Background: an optimization exercise with open tools, aiming at a short achievable clock period and few clock cycles. Do not read the settings as production practice.
The RTL was checked by simulation tests, not by an equivalence proof against the original design.
No activity file was given, so power comes from the tool's default toggle rates.

==> flow/design.v <==
module e900_core (
    input  wire        clk,
    input  wire        rst,
    input  wire [27:0] limit,
    output reg         mem_req,
    output reg         mem_we,
    output reg  [13:0] mem_addr,
    output reg  [17:0] mem_wdata,
    input  wire        mem_gnt,
    input  wire [17:0] mem_rdata,
    output reg         rdr_req,
    input  wire        rdr_ack,
    input  wire [1:0]  rdr_resp,
    input  wire [7:0]  rdr_byte,
    output reg         out_req,
    output reg         out_tty,
    output reg  [7:0]  out_data,
    input  wire        out_ack,
    input  wire        out_err,
    output reg         tr_valid,
    output reg  [17:0] tr_addr,
    output reg  [17:0] tr_inst,
    output reg  [17:0] tr_a,
    output reg  [17:0] tr_q,
    output reg  [17:0] tr_b,
    output wire        halted,
    output reg  [3:0]  outcome,
    output reg  [17:0] info,
    output wire [17:0] acc,
    output wire [17:0] ext,
    output wire        level4
);
    localparam [3:0] OC_STOP     = 4'd0,
                     OC_ADDR     = 4'd1,
                     OC_TAPECODE = 4'd2,
                     OC_TAPEEND  = 4'd3,
                     OC_SHIFT    = 4'd4,
                     OC_IO       = 4'd5,
                     OC_LIMIT    = 4'd6,
                     OC_OPEN     = 4'd7,
                     OC_DIVZERO  = 4'd8;
    localparam [1:0] RD_BYTE = 2'd0, RD_EOF = 2'd1, RD_OPENFAIL = 2'd2;
    localparam [4:0] S_SCR_RD   = 5'd0,
                     S_SCR_WAIT = 5'd1,
                     S_SCR_WR   = 5'd2,
                     S_FETCH    = 5'd3,
                     S_FETCH_WT = 5'd4,
                     S_B_RD     = 5'd5,
                     S_B_WAIT   = 5'd6,
                     S_DECODE   = 5'd7,
                     S_EXEC     = 5'd8,
                     S_OP_WAIT  = 5'd9,
                     S_OP       = 5'd10,
                     S_WRITE    = 5'd11,
                     S_MUL      = 5'd12,
                     S_DIV      = 5'd13,
                     S_DIV_END  = 5'd14,
                     S_READ     = 5'd15,
                     S_OUT      = 5'd16,
                     S_CHK_RD   = 5'd17,
                     S_CHK_WAIT = 5'd18,
                     S_HALT     = 5'd19;
    reg [4:0]  state;
    reg [17:0] a_reg, q_reg;
    reg        lvl4;
    reg [27:0] budget;
    reg [17:0] last_s;
    reg [17:0] ir;
    reg [17:0] b_val;
    reg [15:0] m;
    reg [17:0] opnd;
    reg [13:0] wr_addr;
    reg [17:0] wr_data;
    reg [5:0]  iter;
    reg [35:0] prod;
    reg [35:0] mcand;
    reg [17:0] mplier;
    reg        res_neg;
    reg        x_neg;
    reg [35:0] dvd;
    reg [18:0] rem;
    reg [17:0] dvsr;
    assign halted = (state == S_HALT);
    assign acc    = a_reg;
    assign ext    = q_reg;
    assign level4 = lvl4;
    wire [13:0] scr_loc = lvl4 ? 14'd6 : 14'd0;
    wire [13:0] b_loc   = lvl4 ? 14'd7 : 14'd1;
    wire [3:0]  f    = ir[16:13];
    wire [12:0] n    = m[12:0];
    wire        m_ok = (m[15:14] == 2'b00);    
    wire [15:0] a_mod = {2'b00, last_s[13], ir[12:0]};
    wire [15:0] m_calc = ir[17] ? (a_mod + b_val[15:0]) : a_mod;
    wire        shl      = (n <= 13'd2047);
    wire        shr      = (n >= 13'd6144);
    wire [12:0] shr_cnt  = 13'd0 - n;                
    wire [12:0] sh_cnt   = shl ? n : shr_cnt;
    wire [5:0]  sh_amt   = (sh_cnt > 13'd36) ? 6'd36 : sh_cnt[5:0];
    wire [35:0] aq       = {a_reg, q_reg};
    wire [35:0] aq_left  = aq << sh_amt;
    wire [35:0] aq_right = $signed(aq) >>> sh_amt;
    wire [6:0]  tty_c  = a_reg[6:0];
    wire        tty_ok = (tty_c == 7'd10) || (tty_c >= 7'd32 && tty_c <= 7'd122);
    wire        protect = !lvl4 && (m >= 16'd8180) && (m <= 16'd8191);
    wire        op_neg  = opnd[17];
    wire [17:0] op_mag  = op_neg ? (18'd0 - opnd) : opnd;
    wire        a_neg   = a_reg[17];
    wire [17:0] a_mag   = a_neg ? (18'd0 - a_reg) : a_reg;
    wire [35:0] d_mag   = a_neg ? (36'd0 - aq) : aq;
    wire [18:0] rem_sh  = {rem[17:0], dvd[35]};
    wire        rem_ge  = (rem_sh >= {1'b0, dvsr});
    wire [17:0] quo_mag = dvd[17:0];
    wire [17:0] quo     = res_neg ? ((18'd0 - quo_mag) - ((rem != 19'd0) ? 18'd1 : 18'd0))
                                  : quo_mag;
    wire [35:0] p_sgn   = res_neg ? (36'd0 - prod) : prod;
    task halt_with(input [3:0] code, input [17:0] why);
        begin
            outcome <= code;
            info    <= why;
            state   <= S_HALT;
        end
    endtask
    always @(posedge clk) begin
        if (rst) begin
            state    <= S_SCR_RD;
            lvl4     <= 1'b0;
            a_reg    <= 18'd0;
            q_reg    <= 18'd0;
            budget   <= limit;
            outcome  <= 4'd0;
            info     <= 18'd0;
            mem_req  <= 1'b0;
            mem_we   <= 1'b0;
            rdr_req  <= 1'b0;
            out_req  <= 1'b0;
            tr_valid <= 1'b0;
        end else begin
            tr_valid <= 1'b0;
            case (state)
            S_SCR_RD: begin
                mem_req  <= 1'b1;
                mem_we   <= 1'b0;
                mem_addr <= scr_loc;
                if (mem_req && mem_gnt) begin
                    mem_req <= 1'b0;
                    state   <= S_SCR_WAIT;
                end
            end
            S_SCR_WAIT: begin
                last_s <= mem_rdata;
                state  <= S_SCR_WR;
            end
            S_SCR_WR: begin
                mem_req   <= 1'b1;
                mem_we    <= 1'b1;
                mem_addr  <= scr_loc;
                mem_wdata <= last_s + 18'd1;
                if (mem_req && mem_gnt) begin
                    mem_req <= 1'b0;
                    mem_we  <= 1'b0;
                    if (last_s[17:14] != 4'd0)
                        halt_with(OC_ADDR, last_s);
                    else
                        state <= S_FETCH;
                end
            end
            S_FETCH: begin
                mem_req  <= 1'b1;
                mem_we   <= 1'b0;
                mem_addr <= last_s[13:0];
                if (mem_req && mem_gnt) begin
                    mem_req <= 1'b0;
                    state   <= S_FETCH_WT;
                end
            end
            S_FETCH_WT: begin
                ir    <= mem_rdata;
                state <= S_B_RD;
            end
            S_B_RD: begin
                mem_req  <= 1'b1;
                mem_we   <= 1'b0;
                mem_addr <= b_loc;
                if (mem_req && mem_gnt) begin
                    mem_req <= 1'b0;
                    state   <= S_B_WAIT;
                end
            end
            S_B_WAIT: begin
                b_val <= mem_rdata;
                state <= S_DECODE;
            end
            S_DECODE: begin
                m        <= m_calc;
                tr_valid <= 1'b1;
                tr_addr  <= last_s;
                tr_inst  <= ir;
                tr_a     <= a_reg;
                tr_q     <= q_reg;
                tr_b     <= b_val;
                state    <= S_EXEC;
            end
            S_EXEC: begin
                case (f)
                4'd0, 4'd1, 4'd2, 4'd4, 4'd6, 4'd10, 4'd12, 4'd13: begin
                    if (!m_ok) begin
                        halt_with(OC_ADDR, {2'b00, m});
                    end else begin
                        mem_req  <= 1'b1;
                        mem_we   <= 1'b0;
                        mem_addr <= m[13:0];
                        if (mem_req && mem_gnt) begin
                            mem_req <= 1'b0;
                            state   <= S_OP_WAIT;
                        end
                    end
                end
                4'd3: begin                          
                    if (!m_ok) halt_with(OC_ADDR, {2'b00, m});
                    else begin
                        wr_addr <= m[13:0];
                        wr_data <= {1'b0, q_reg[17:1]};
                        state   <= S_WRITE;
                    end
                end
                4'd5: begin                          
                    if (protect) state <= S_CHK_RD;
                    else if (!m_ok) halt_with(OC_ADDR, {2'b00, m});
                    else begin
                        wr_addr <= m[13:0];
                        wr_data <= a_reg;
                        state   <= S_WRITE;
                    end
                end
                4'd7, 4'd8, 4'd9: begin              
                    if ((f == 4'd8) || (f == 4'd7 && a_reg == 18'd0) ||
                        (f == 4'd9 && a_reg[17])) begin
                        wr_addr <= scr_loc;
                        wr_data <= {2'b00, m};
                        state   <= S_WRITE;
                    end else begin
                        state <= S_CHK_RD;
                    end
                end
                4'd11: begin                         
                    q_reg <= {last_s[17:13] + {4'd0, &last_s[12:0]}, 13'd0};
                    if (!m_ok) halt_with(OC_ADDR, {2'b00, m});
                    else begin
                        wr_addr <= m[13:0];
                        wr_data <= {5'd0, last_s[12:0] + 13'd1};
                        state   <= S_WRITE;
                    end
                end
                4'd14: begin                         
                    if (shl) begin
                        a_reg <= aq_left[35:18];
                        q_reg <= aq_left[17:0];
                        state <= S_CHK_RD;
                    end else if (shr) begin
                        a_reg <= aq_right[35:18];
                        q_reg <= aq_right[17:0];
                        state <= S_CHK_RD;
                    end else begin
                        halt_with(OC_SHIFT, {5'd0, n});
                    end
                end
                default: begin                       
                    if (n == 13'd7168) begin
                        lvl4  <= 1'b1;
                        state <= S_CHK_RD;
                    end else if (n == 13'd2048) begin
                        rdr_req <= 1'b1;
                        state   <= S_READ;
                    end else if (n == 13'd6144) begin
                        out_req  <= 1'b1;
                        out_tty  <= 1'b0;
                        out_data <= a_reg[7:0];
                        state    <= S_OUT;
                    end else if (n == 13'd6148) begin
                        if (tty_ok) begin
                            out_req  <= 1'b1;
                            out_tty  <= 1'b1;
                            out_data <= {1'b0, tty_c};
                            state    <= S_OUT;
                        end else begin
                            state <= S_CHK_RD;
                        end
                    end else begin
                        halt_with(OC_IO, {5'd0, n});
                    end
                end
                endcase
            end
            S_OP_WAIT: begin
                opnd  <= mem_rdata;
                state <= S_OP;
            end
            S_OP: begin
                case (f)
                4'd0: begin                          
                    q_reg   <= opnd;
                    wr_addr <= b_loc;
                    wr_data <= opnd;
                    state   <= S_WRITE;
                end
                4'd1: begin                          
                    a_reg <= a_reg + opnd;
                    state <= S_CHK_RD;
                end
                4'd2: begin                          
                    a_reg <= opnd - a_reg;
                    q_reg <= {2'b00, m};
                    state <= S_CHK_RD;
                end
                4'd4: begin                          
                    a_reg <= opnd;
                    state <= S_CHK_RD;
                end
                4'd6: begin                          
                    a_reg <= a_reg & opnd;
                    state <= S_CHK_RD;
                end
                4'd10: begin                         
                    wr_addr <= m[13:0];
                    wr_data <= opnd + 18'd1;
                    state   <= S_WRITE;
                end
                4'd12: begin                         
                    mcand   <= {18'd0, op_mag};
                    mplier  <= a_mag;
                    x_neg   <= a_neg;
                    res_neg <= a_neg ^ op_neg;
                    prod    <= 36'd0;
                    iter    <= 6'd18;
                    state   <= S_MUL;
                end
                default: begin                       
                    if (opnd == 18'd0) begin
                        halt_with(OC_DIVZERO, {2'b00, m});
                    end else begin
                        dvd     <= d_mag;
                        dvsr    <= op_mag;
                        rem     <= 19'd0;
                        res_neg <= a_neg ^ op_neg;
                        iter    <= 6'd36;
                        state   <= S_DIV;
                    end
                end
                endcase
            end
            S_WRITE: begin
                mem_req   <= 1'b1;
                mem_we    <= 1'b1;
                mem_addr  <= wr_addr;
                mem_wdata <= wr_data;
                if (mem_req && mem_gnt) begin
                    mem_req <= 1'b0;
                    mem_we  <= 1'b0;
                    state   <= S_CHK_RD;
                end
            end
            S_MUL: begin
                if (iter == 6'd0) begin
                    a_reg <= p_sgn[34:17];
                    q_reg <= {p_sgn[16:0], x_neg};
                    state <= S_CHK_RD;
                end else begin
                    if (mplier[0])
                        prod <= prod + mcand;
                    mcand  <= mcand << 1;
                    mplier <= mplier >> 1;
                    iter   <= iter - 6'd1;
                end
            end
            S_DIV: begin
                if (iter == 6'd0) begin
                    state <= S_DIV_END;
                end else begin
                    rem  <= rem_ge ? (rem_sh - {1'b0, dvsr}) : rem_sh;
                    dvd  <= {dvd[34:0], rem_ge};
                    iter <= iter - 6'd1;
                end
            end
            S_DIV_END: begin
                a_reg <= quo | 18'd1;
                q_reg <= quo & 18'o777776;
                state <= S_CHK_RD;
            end
            S_READ: begin
                if (rdr_req && rdr_ack) begin
                    rdr_req <= 1'b0;
                    if (rdr_resp == RD_OPENFAIL)
                        halt_with(OC_OPEN, 18'd0);
                    else if (rdr_resp == RD_EOF)
                        halt_with(OC_TAPEEND, 18'd0);
                    else if (rdr_byte[7])
                        halt_with(OC_TAPECODE, {10'd0, rdr_byte});
                    else begin
                        a_reg <= {a_reg[10:0], rdr_byte[6:0]};
                        state <= S_CHK_RD;
                    end
                end
            end
            S_OUT: begin
                if (out_req && out_ack) begin
                    out_req <= 1'b0;
                    if (out_err && !out_tty)
                        halt_with(OC_OPEN, 18'd1);
                    else
                        state <= S_CHK_RD;
                end
            end
            S_CHK_RD: begin
                mem_req  <= 1'b1;
                mem_we   <= 1'b0;
                mem_addr <= scr_loc;
                if (mem_req && mem_gnt) begin
                    mem_req <= 1'b0;
                    state   <= S_CHK_WAIT;
                end
            end
            S_CHK_WAIT: begin
                if (mem_rdata == last_s) begin
                    halt_with(OC_STOP, last_s);
                end else if (budget == 28'd1) begin
                    budget <= 28'd0;
                    halt_with(OC_LIMIT, 18'd0);
                end else begin
                    budget <= budget - 28'd1;
                    state  <= S_SCR_RD;
                end
            end
            default: begin                           
                mem_req <= 1'b0;
                rdr_req <= 1'b0;
                out_req <= 1'b0;
            end
            endcase
        end
    end
endmodule
==> flow/run.sh <==
#!/bin/bash
# synth_recipe.tcl (not shown) runs the flow's synth.tcl, then flattens the netlist and writes it again
# the make line also repeats each setting of config.mk as NAME=value (left out here)
make -C /OpenROAD-flow-scripts/flow DESIGN_CONFIG=/design/flow/config.mk WORK_HOME=/design/flow/orfs CLKGATE_MAP_FILE= SYNTH_SCRIPT=/design/flow/synth_recipe.tcl finish
==> flow/config.mk <==
export PLATFORM = sky130hd
export DESIGN_NAME = e900_core
export DESIGN_NICKNAME = e900_core
export VERILOG_FILES = /design/flow/design.v
export SDC_FILE = /design/flow/constraint.sdc
export NUM_CORES = 4
export LEC_CHECK = 0
export CAP_MARGIN = 20
export CORE_MARGIN = 2
export CORE_UTILIZATION = 30
export PLACE_DENSITY = 0.45
export SLEW_MARGIN = 20
==> flow/constraint.sdc <==
create_clock -name core_clock -period 8.0 [get_ports {clk}]
set_input_delay 1.6000 -clock core_clock [delete_from_list [all_inputs] [get_ports {clk}]]
set_output_delay 1.6000 -clock core_clock [all_outputs]
set_load 0.01 [all_outputs]
==> summary.txt <==
- Critical Path AT: ~6.8 ns
- Post-route clock period utilization: around four fifths
- Multiplexer share of the synthesized area: 3.77%
- Total clock buffers created by CTS: 66
- Critical path, cell by cell: nand4_1, nor4_2, nand2b_1, a31o_2, a31oi_1, nor4_4, buf_4, a32oi_1, nand2b_1, o31ai_1, a32oi_1, a311oi_1
- Commonest cells in the netlist: edfxtp_1, nand2_1, nor2_1, o21ai_0, a21oi_1
- Antenna violations before repair: 8
- Class of the worst hold path: flip-flop to flip-flop
- Worst hold path cell count: 0
- Hold-critical path endpoint: tr_b[16]
- Run status: complete, no violations
- Mean cell area of the mapped netlist: about 9 µm²
- Endpoint class of the critical path: flip-flop
- Leakage power figure: approximately 0.015 µW
- Area overhead of the layout relative to synthesis: 19.6%
- Int Power: roughly 6000 µW
- Final weighted congestion in routability-driven placement: about 1.0
- Largest register by flop count: dvd
- CP max stage cell: nor4_4
- Delay of the slowest cell on the worst path: between 1 and 1.5 ns
- Max_cap viols: 0
- Setup TNS: 0 ns
- Share of total power consumed by net switching: a little over a third
- Pwr Density: between 200 and 250 mW/mm²
- DRC violation total after the first TritonRoute iteration: between 4000 and 5000
- Area contributors post-synth: edfxtp_1, nand2_1, ha_1
- Reg-to-reg endpoint: a_reg[2]
- Crit path launch type: flip-flop
- Cell area after technology mapping: roughly 0.036 mm²
- Number of cells in the design after placement: around 5700
- Worst-path clk slew: 0.08 ns
- Number of iterations in the first detailed-routing pass: 9
- Slew headroom: 17.0%
- Mean routed wirelength per cell: 30.4 µm
- Cells on worst reg2reg path: 12
- Global-route total usage across every layer: about 28%
- RSZ-0062 raised after global routing: false
- CP Max Fanout: 19
- Hold violation total from the final report: 0
- Number of nets in the layout: roughly 4400
- Starting density of the core: between 30% and 40%
- Residual overflow from global routing: 0
- Count of flip-flops with a built-in enable after synthesis: 448
- Reg-to-Reg Start: m[8]
- First-pass GRT wire length: about 250 mm
- Dominant cell by count in the synthesized netlist: edfxtp_1
- Final Skew: roughly 0.088 ns
- Required time at the worst-slack endpoint: 8.52 ns
- Filler cell count in the final layout: approximately 12000
- Routed Wire Length: roughly 180 mm
- Largest registers ranked by flip-flop count: dvd (36), mcand (35), prod (35)
- CTS-repair resized insts: 0
- Start-to-end type of the worst setup path: flip-flop to flip-flop
- Total core area: 0.119 mm²
- Share of synthesized cell area in and, or, nand and nor gates: ~18%
- PortBufs: around 260
- Number of flip-flops in the largest register: 36
- Sequential group share of total power: ~36%
- Number of warnings reported in the yosys synthesis log: 1
- Reg2Reg Setup Slack: 1.73 ns
- Routed via count: 34500
- Share of synthesized cell area in full adder, half adder and majority cells: 4.39%
- Final critical delay including setup and external delays: between 6 and 7 ns
- Number of setup violations in the final report: 0
- Transition at the pin with the smallest max-transition slack: between 1 and 1.5 ns
- Number of top-level design ports: ~260
- Fraction of registers with async set or reset after synthesis: 0%
- Yosys reg bits: roughly 520
- Number of levels the H-tree was split into: 3
- Largest net degree at the start of global routing: 76
- Portion of total power attributed to combinational logic: roughly 30%
- Std-Cell Rows: ~130
- Max Freq: between 150 and 200 MHz
- Remaining design rule violation count: 0
- Total clock sinks: just over 500
- Gate count after technology mapping: between 3000 and 4000
- Final max-slew violation count: 0
- Top flip-flop cell by instance count after synthesis: edfxtp_1
- Net count of the mapped netlist: between 4000 and 5000
- Die boundary height: 351 µm
- Area of the die: ~0.12 mm²
- Remaining number of nets flagged by the antenna check after routing: 0
- Biggest area consumer among synthesized cells: edfxtp_1
- Number of buffers on the longest clock path: 3
- Xor and xnor area share after synthesis: 6.51%
- Dominant combinational cell family by area after synthesis: compound AO/OA/AOI/OAI gates
- Count of non-filler cells in the finished layout: a little under 6000
- Part of the total power dissipated in the clock network: a little over a third
- # Post-CTS Setup Buffers: 0
- Quantity of hold-fixing buffers added after cts: 0
- Maximum VDD drop: 0.000171 V
- Post-synthesis compound-gate area fraction: between 20% and 30%
- Switch Pwr: about 3300 µW
- Clock root buffer: clkbuf_16
- Critical hold path startpoint: b_val[16]
- Proportion of netlist area held by the largest area contributor: 37.3%
- TritonCTS clock tree: built
- Number of global-route vias before repair: between 30000 and 40000
- Clk latency of the worst-skew pair: 0.69 ns
- Die Width: around 350 µm
- Sequential cell area fraction in the yosys report: between 40% and 50%
- Unique masters post-synth: 100
- Detailed-placement wirelength estimate: 131 mm
- Drt via density: 5.89
- Share of cells above drive strength 1: between 8 and 9%
through the flow:
| step | setup WS, ns | cell area, µm² | power, µW | utilization (%) | hold WS (ns) |
|---|---|---|---|---|---|
| after floorplan | 1.01 | 36000 | 4870 | - | 0.400 |
| after global placement | 1.98 | 40800 | 6050 | 34.1 | 0.405 |
| after detailed placement | 2.02 | 40800 | 6040 | 34.1 | 0.405 |
| after CTS | 1.99 | 43100 | 9310 | 36.1 | 0.420 |
| after global routing | 1.65 | 43100 | 9660 | 36.1 | 0.428 |
| final | 1.73 | 43100 | 9300 | 36.1 | 0.419 |
worst max-delay path by stage:
| stage | startpoint | to | slack [ns] | cells past startpoint |
|---|---|---|---|---|
| after global routing | m[0] | a_reg[1] | 1.65 | 13 |
| after floorplan | rst | m[0] | 1.01 | 4 |
| after global placement | m[8] | a_reg[2] | 1.98 | 12 |
| after CTS | m[8] | a_reg[2] | 1.99 | 12 |
| final | m[8] | a_reg[2] | 1.73 | 12 |
| after detailed placement | m[8] | a_reg[2] | 2.02 | 12 |
power groups by stage:
stage / Combinational (µW) / Sequential (µW) / Clock [µW]
after floorplan: 1520 / 3350 / 0
final: 2750 / 3320 / 3230
after global placement: 2680 / 3370 / 0
after global routing: 2920 / 3330 / 3410
after CTS: 2680 / 3320 / 3310
after detailed placement: 2670 / 3370 / 0
cells by family after synthesis:
kind of cell               Yosys count
AOI/OAI and AO/OA                 1144
adders and majority gates          124
and+or+nand+nor                   1381
xor gates and xnor gates           268
DFF                                517
buffers and inverters              430
muxes                              133
layer usage:
metal | share of wire (%) | GRT usage (%) | wire length, µm | vias up
li1 | - | - | - | 15300
met1 | 42 | 38.1 | 75100 | 17000
met5 | 0.025 | 0 | 45 | -
met3 | 9.5 | 6.70 | 16900 | 384
met4 | 5.0 | 12.9 | 8930 | 8
met2 | 43 | 42.7 | 76800 | 1795
worst max-delay path, delay by kind of cell (launching register included):
family                 cells  cell delay [ns]
AO/OA/AOI/OAI              6             2.38
buffers and inverters      1             0.42
flip-flops                 1             0.83
AND/OR/NAND/NOR            5             2.45
cell usage in the layout (no fill, tap or decap), types with 29 or more instances in the layout:
cell	count
nor2_1	388
xor2_1	113
o21ai_0	270
mux2i_1	110
a221oi_1	29
or3_1	48
o22ai_1	30
a211oi_1	64
and3_1	59
nand2b_1	40
xnor2_1	155
dfxtp_1	68
nor2b_1	44
ha_1	120
o31ai_1	55
clkbuf_16	66
nand3_1	102
clkdlybuf4s50_1	256
edfxtp_1	448
nand2_1	432
a21oi_1	230
inv_1	118
nor3_1	96
buf_4	160
a21o_1	37
a31oi_1	52
o211ai_1	48
nor4_1	45
area by class of cell:
cell class	count	area (µm²)	area share [%]
repair buffers	419	3820	8.87
clock buffers	83	1770	4.09
multi-input cells	3050	19600	45.5
well taps	1612	2020	4.68
flip-flops and latches	517	14800	34.4
clock inverters	36	584	1.35
inverters	129	484	1.12
diodes	3	7.51	0.0174
Testbench counts, summed over its fixed seeds: cycles 367,152.

[re-timing with driven ports]
No port has a modelled driver above. Below, the same layout with a new extraction and two added sets of constraints. Step 1 sets driving cells, clkbuf_16 on the clock port and buf_2 on the other inputs (assumed; they add their load-dependent delay and slew). Step 2 times the ports against the registers' clock, not the clock port: input delays grow and output delays shrink by t, the midpoint of the rising clock arrivals with the driver on. Slacks: ideal / step 1 / step 2; pairs: ideal / step 1.
shift t [ns]: 0.719
slack for setup (ns): 1.726 / 1.726 / 1.726
worst hold slack (ns): 0.419 / 0.419 / 0.419
worst register clock-pin slew, ns: 0.08 / 0.08
pins driven straight from the clock port: 1
After both steps this run still meets setup and hold. For this run, drivers alone change the setup slack by 0.000 ns; drivers and shift together by 0.000 ns.
